Background: an optimization exercise with open tools, aiming at small area, a short achievable clock period and few clock cycles. Do not read the settings as production practice.

==> flow/design.v <==
module codex32_cks (
    input  wire        clk,
    input  wire        rst,
    input  wire        cmd_valid,
    output wire        cmd_ready,
    input  wire [15:0] cmd_word,
    input  wire        cmd_empty,
    input  wire        in_valid,
    output wire        in_ready,
    input  wire [7:0]  in_data,
    input  wire        in_last,
    output wire        out_valid,
    input  wire        out_ready,
    output wire [7:0]  out_data,
    output wire        out_last,
    output wire [3:0]  out_status
);
    localparam [64:0] GS0 = 65'h19dc500ce73fde210;
    localparam [64:0] GS1 = 65'h1bfae00def77fe529;
    localparam [64:0] GS2 = 65'h1fbd920fffe7bee52;
    localparam [64:0] GS3 = 65'h1739640bdeee3fdad;
    localparam [64:0] GS4 = 65'h07729a039cfc75f5a;
    localparam [64:0] TS  = 65'h10ce0795c2fd1e62a;
    localparam [64:0] IS  = 65'h23181b3;
    localparam [64:0] IAS = 65'h11899c7f0c7127e48;    
    localparam [74:0] GL0 = 75'h3d59d273535ea62d897;
    localparam [74:0] GL1 = 75'h7a9becb6361c6c51507;
    localparam [74:0] GL2 = 75'h543f9b7e6c38d8a2a0e;
    localparam [74:0] GL3 = 75'h0c577eaeccf1990d13c;
    localparam [74:0] GL4 = 75'h1887f74f8dc71b10651;
    localparam [74:0] TL  = 75'h43381e570bf4798ab26;
    localparam [74:0] IL  = 75'h23181b3;
    localparam [74:0] IAL = 75'h6f4b3a330a74687026c;   
    localparam [1:0] OP_PMODS  = 2'd0;
    localparam [1:0] OP_PMODL  = 2'd1;
    localparam [1:0] OP_CKSUM  = 2'd2;
    localparam [1:0] OP_VERIFY = 2'd3;
    reg         cr;           
    reg         ir;           
    reg         cur;          
    reg         fin;          
    reg         crd;          
    reg         efin;         
    reg         pv;           
    reg  [4:0]  psym;
    reg         pbig;         
    reg         plast;
    reg  [4:0]  sh;           
    reg  [1:0]  op;
    reg         aug;          
    reg         ill;
    reg         bad;
    reg  [6:0]  len;          
    reg  [64:0] res_s;
    reg  [74:0] res_l;
    reg         ov;           
    reg  [4:0]  od;           
    reg         olast;
    reg  [1:0]  ost;
    reg  [3:0]  nx;           
    reg         rlong;        
    reg         rone;         
    wire dec_legal = (cmd_word == 16'h4000) || (cmd_word == 16'h4001) ||
                     (cmd_word == 16'h5000) || (cmd_word == 16'h6000);
    wire [1:0] dec_op = cmd_word[13] ? OP_VERIFY :
                        cmd_word[12] ? OP_CKSUM  :
                        cmd_word[0]  ? OP_PMODL  : OP_PMODS;
    wire cmd_fire = cmd_valid && cr;
    wire in_fire  = in_valid  && ir;
    wire out_fire = ov && out_ready;
    wire pe       = pv && cur;                
    wire [4:0]  slo    = psym & {5{pe & ~aug}};
    wire [4:0]  fs     = res_s[64:60] ^ sh;
    wire [4:0]  fl     = res_l[74:70] ^ sh;
    wire [64:0] step_s = {res_s[59:0], slo}
                       ^ (GS0 & {65{fs[0]}}) ^ (GS1 & {65{fs[1]}}) ^ (GS2 & {65{fs[2]}})
                       ^ (GS3 & {65{fs[3]}}) ^ (GS4 & {65{fs[4]}});
    wire [74:0] step_l = {res_l[69:0], slo}
                       ^ (GL0 & {75{fl[0]}}) ^ (GL1 & {75{fl[1]}}) ^ (GL2 & {75{fl[2]}})
                       ^ (GL3 & {75{fl[3]}}) ^ (GL4 & {75{fl[4]}});
    wire fin_go    = fin && !ov;
    wire fault     = ill | bad;
    wire vok       = !fault && (((len <= 7'd93) && res_s == TS) ||
                                (len[6] && len[5] && res_l == TL));
    wire nbad      = bad | pbig;
    wire k_long    = (op == OP_PMODL) || (aug && (len >= 7'd80));
    wire k_one     = ill || nbad || (op == OP_VERIFY);
    wire e_long    = !ill && (op == OP_PMODL);
    wire e_one     = ill || (op == OP_VERIFY);
    reg  [4:0]  tgt;
    always @(*) begin
        tgt = 5'd0;
        if (rlong) begin
            case (nx)
                4'd0:  tgt = TL[74:70];
                4'd1:  tgt = TL[69:65];
                4'd2:  tgt = TL[64:60];
                4'd3:  tgt = TL[59:55];
                4'd4:  tgt = TL[54:50];
                4'd5:  tgt = TL[49:45];
                4'd6:  tgt = TL[44:40];
                4'd7:  tgt = TL[39:35];
                4'd8:  tgt = TL[34:30];
                4'd9:  tgt = TL[29:25];
                4'd10: tgt = TL[24:20];
                4'd11: tgt = TL[19:15];
                4'd12: tgt = TL[14:10];
                4'd13: tgt = TL[9:5];
                default: tgt = TL[4:0];
            endcase
        end else begin
            case (nx)
                4'd0:  tgt = TS[64:60];
                4'd1:  tgt = TS[59:55];
                4'd2:  tgt = TS[54:50];
                4'd3:  tgt = TS[49:45];
                4'd4:  tgt = TS[44:40];
                4'd5:  tgt = TS[39:35];
                4'd6:  tgt = TS[34:30];
                4'd7:  tgt = TS[29:25];
                4'd8:  tgt = TS[24:20];
                4'd9:  tgt = TS[19:15];
                4'd10: tgt = TS[14:10];
                4'd11: tgt = TS[9:5];
                default: tgt = TS[4:0];
            endcase
        end
    end
    wire [4:0] src_s = fin ? res_s[64:60] : res_s[59:55];
    wire [4:0] src_l = fin ? res_l[74:70] : res_l[69:65];
    wire [4:0] grp   = (rlong ? src_l : src_s) ^ (tgt & {5{aug}});
    wire       nlast = rlong ? (nx == 4'd14) : (nx == 4'd12);
    wire       adv   = out_fire && !olast;       
    wire       r_en  = pe || adv;
    wire       last_pe  = pe && plast;
    wire       ov_next  = fin_go || (ov && !(out_fire && olast));
    wire       early_cr = last_pe && k_one && !ov_next;
    wire       pv_next  = in_fire || (pv && !pe);
    wire       cur_next = (cur && !last_pe) || (cmd_fire && !cmd_empty);
    wire       om       = (fin && !rone) || (ov && !olast);
    wire       ld       = fin_go || adv;         
    wire       clr      = nlast || (fin && rone);
    wire [4:0] od_new   = (fin && rone) ? {4'd0, vok} : grp;
    wire [4:0] psym_nx  = in_fire ? in_data[4:0] : psym;
    wire       aug_nx   = cmd_fire ? cmd_word[12] : aug;
    wire [4:0] top_r    = rlong ? res_l[74:70] : res_s[64:60];
    wire [4:0] sec_r    = rlong ? res_l[69:65] : res_s[59:55];
    assign cmd_ready  = cr;
    assign in_ready   = ir;
    assign out_valid  = ov;
    assign out_data   = {3'b000, od};
    assign out_last   = olast;
    assign out_status = {2'b00, ost};
    always @(posedge clk) begin
        if (cmd_fire) begin
            res_s <= cmd_word[12] ? IAS : IS;
            res_l <= cmd_word[12] ? IAL : IL;
        end else if (r_en) begin
            res_s <= step_s;
            res_l <= step_l;
        end
        if (!om)
            sh <= psym_nx & {5{aug_nx}};
        else if (adv)
            sh <= sec_r;
        else
            sh <= top_r;
        if (cmd_fire) begin
            op  <= dec_op;
            aug <= cmd_word[12];
            ill <= !dec_legal;
            bad <= 1'b0;
            len <= 7'd0;
        end else if (pe) begin
            bad <= nbad;
            if (!(len[6] & len[5]))
                len <= len + 7'd1;
        end
        if (in_fire) begin
            psym  <= in_data[4:0];
            pbig  <= |in_data[7:5];
            plast <= in_last;
        end
        if (last_pe) begin
            rlong <= k_long;
            rone  <= k_one;
        end else if (efin) begin
            rlong <= e_long;
            rone  <= e_one;
        end
        if (fin_go)
            ost <= ill ? 2'd1 : (bad ? 2'd2 : 2'd0);
        if (ld) begin
            od    <= od_new;
            olast <= clr;
        end
        if (rst) begin
            cr  <= 1'b1;
            ir  <= 1'b1;
            cur <= 1'b0;
            fin <= 1'b0;
            crd <= 1'b0;
            efin <= 1'b0;
            pv  <= 1'b0;
            ov  <= 1'b0;
            nx  <= 4'd0;
        end else begin
            pv  <= pv_next;
            cur <= cur_next;
            ir  <= !pv_next || cur_next;
            efin <= cmd_fire && cmd_empty;
            fin <= last_pe || efin || (fin && !fin_go);
            ov  <= ov_next;
            if (early_cr)
                crd <= 1'b1;
            else if (fin_go)
                crd <= 1'b0;
            if (early_cr || (fin_go && rone && !crd) || (adv && nlast))
                cr <= 1'b1;
            else if (cmd_fire)
                cr <= 1'b0;
            if (ld)
                nx <= clr ? 4'd0 : nx + 4'd1;
        end
    end
endmodule
==> flow/config.mk <==
export PLATFORM = sky130hd
export DESIGN_NAME = codex32_cks
export DESIGN_NICKNAME = codex32_cks
export VERILOG_FILES = /design/flow/design.v
export SDC_FILE = /design/flow/constraint.sdc
export NUM_CORES = 4
export LEC_CHECK = 0
export CAP_MARGIN = 20
export CORE_MARGIN = 2
export CORE_UTILIZATION = 40
export SETUP_SLACK_MARGIN = 1.8
export SLEW_MARGIN = 20
==> flow/constraint.sdc <==
create_clock -name core_clock -period 4.0 [get_ports {clk}]
set_input_delay 0.8000 -clock core_clock [delete_from_list [all_inputs] [get_ports {clk}]]
set_output_delay 0.8000 -clock core_clock [all_outputs]
set_load 0.01 [all_outputs]
run.sh (not shown) runs the stock make flow with config.mk's settings and CLKGATE_MAP_FILE= SYNTH_SCRIPT=/design/flow/synth_recipe.tcl, a recipe that flattens the netlist after the stock synthesis.
Edit:
- SETUP_SLACK_MARGIN: 1.8 -> 2.0
Setup slack got worse by 0.031 ns.
Cell count climbs by a few percent.
Via count is higher by a few percent.
No functional check of the RTL was part of any run of this note.

-- afterwards: timing with drivers on the ports --
How much do the figures lean on ideal ports? The routed layouts below were timed once more, with nothing changed but the port constraints.
Step 1 (the two cells are an assumption about what drives the block):
set clk [get_ports {clk}]
set_driving_cell -lib_cell sky130_fd_sc_hd__clkbuf_16 $clk
set_driving_cell -lib_cell sky130_fd_sc_hd__buf_2 [delete_from_list [all_inputs] $clk]
Step 2 times the ports against the registers' clock, not the clock port: input delays grow and output delays shrink by t, the midpoint of the rising clock arrivals with the driver on.
Three values: ideal ports, drivers, drivers and shift; two values: the first two.
| run | t, ns | slack for setup (ns) | worst setup path after step 2 | slew at the worst register clock pin (ns) | pins driven straight from the clock port |
|---|---|---|---|---|---|
| the first run | 0.481 | 1.808 / 1.797 / 1.381 | input to register | 0.08 / 0.08 | 1 |
| the second run | 0.487 | 1.777 / 1.777 / 1.434 | input to register | 0.08 / 0.08 | 1 |
After both steps every run listed still meets setup and hold. The setup slack of the first run, which loses most, moves by -0.011 ns with the drivers and by -0.427 ns with both steps.
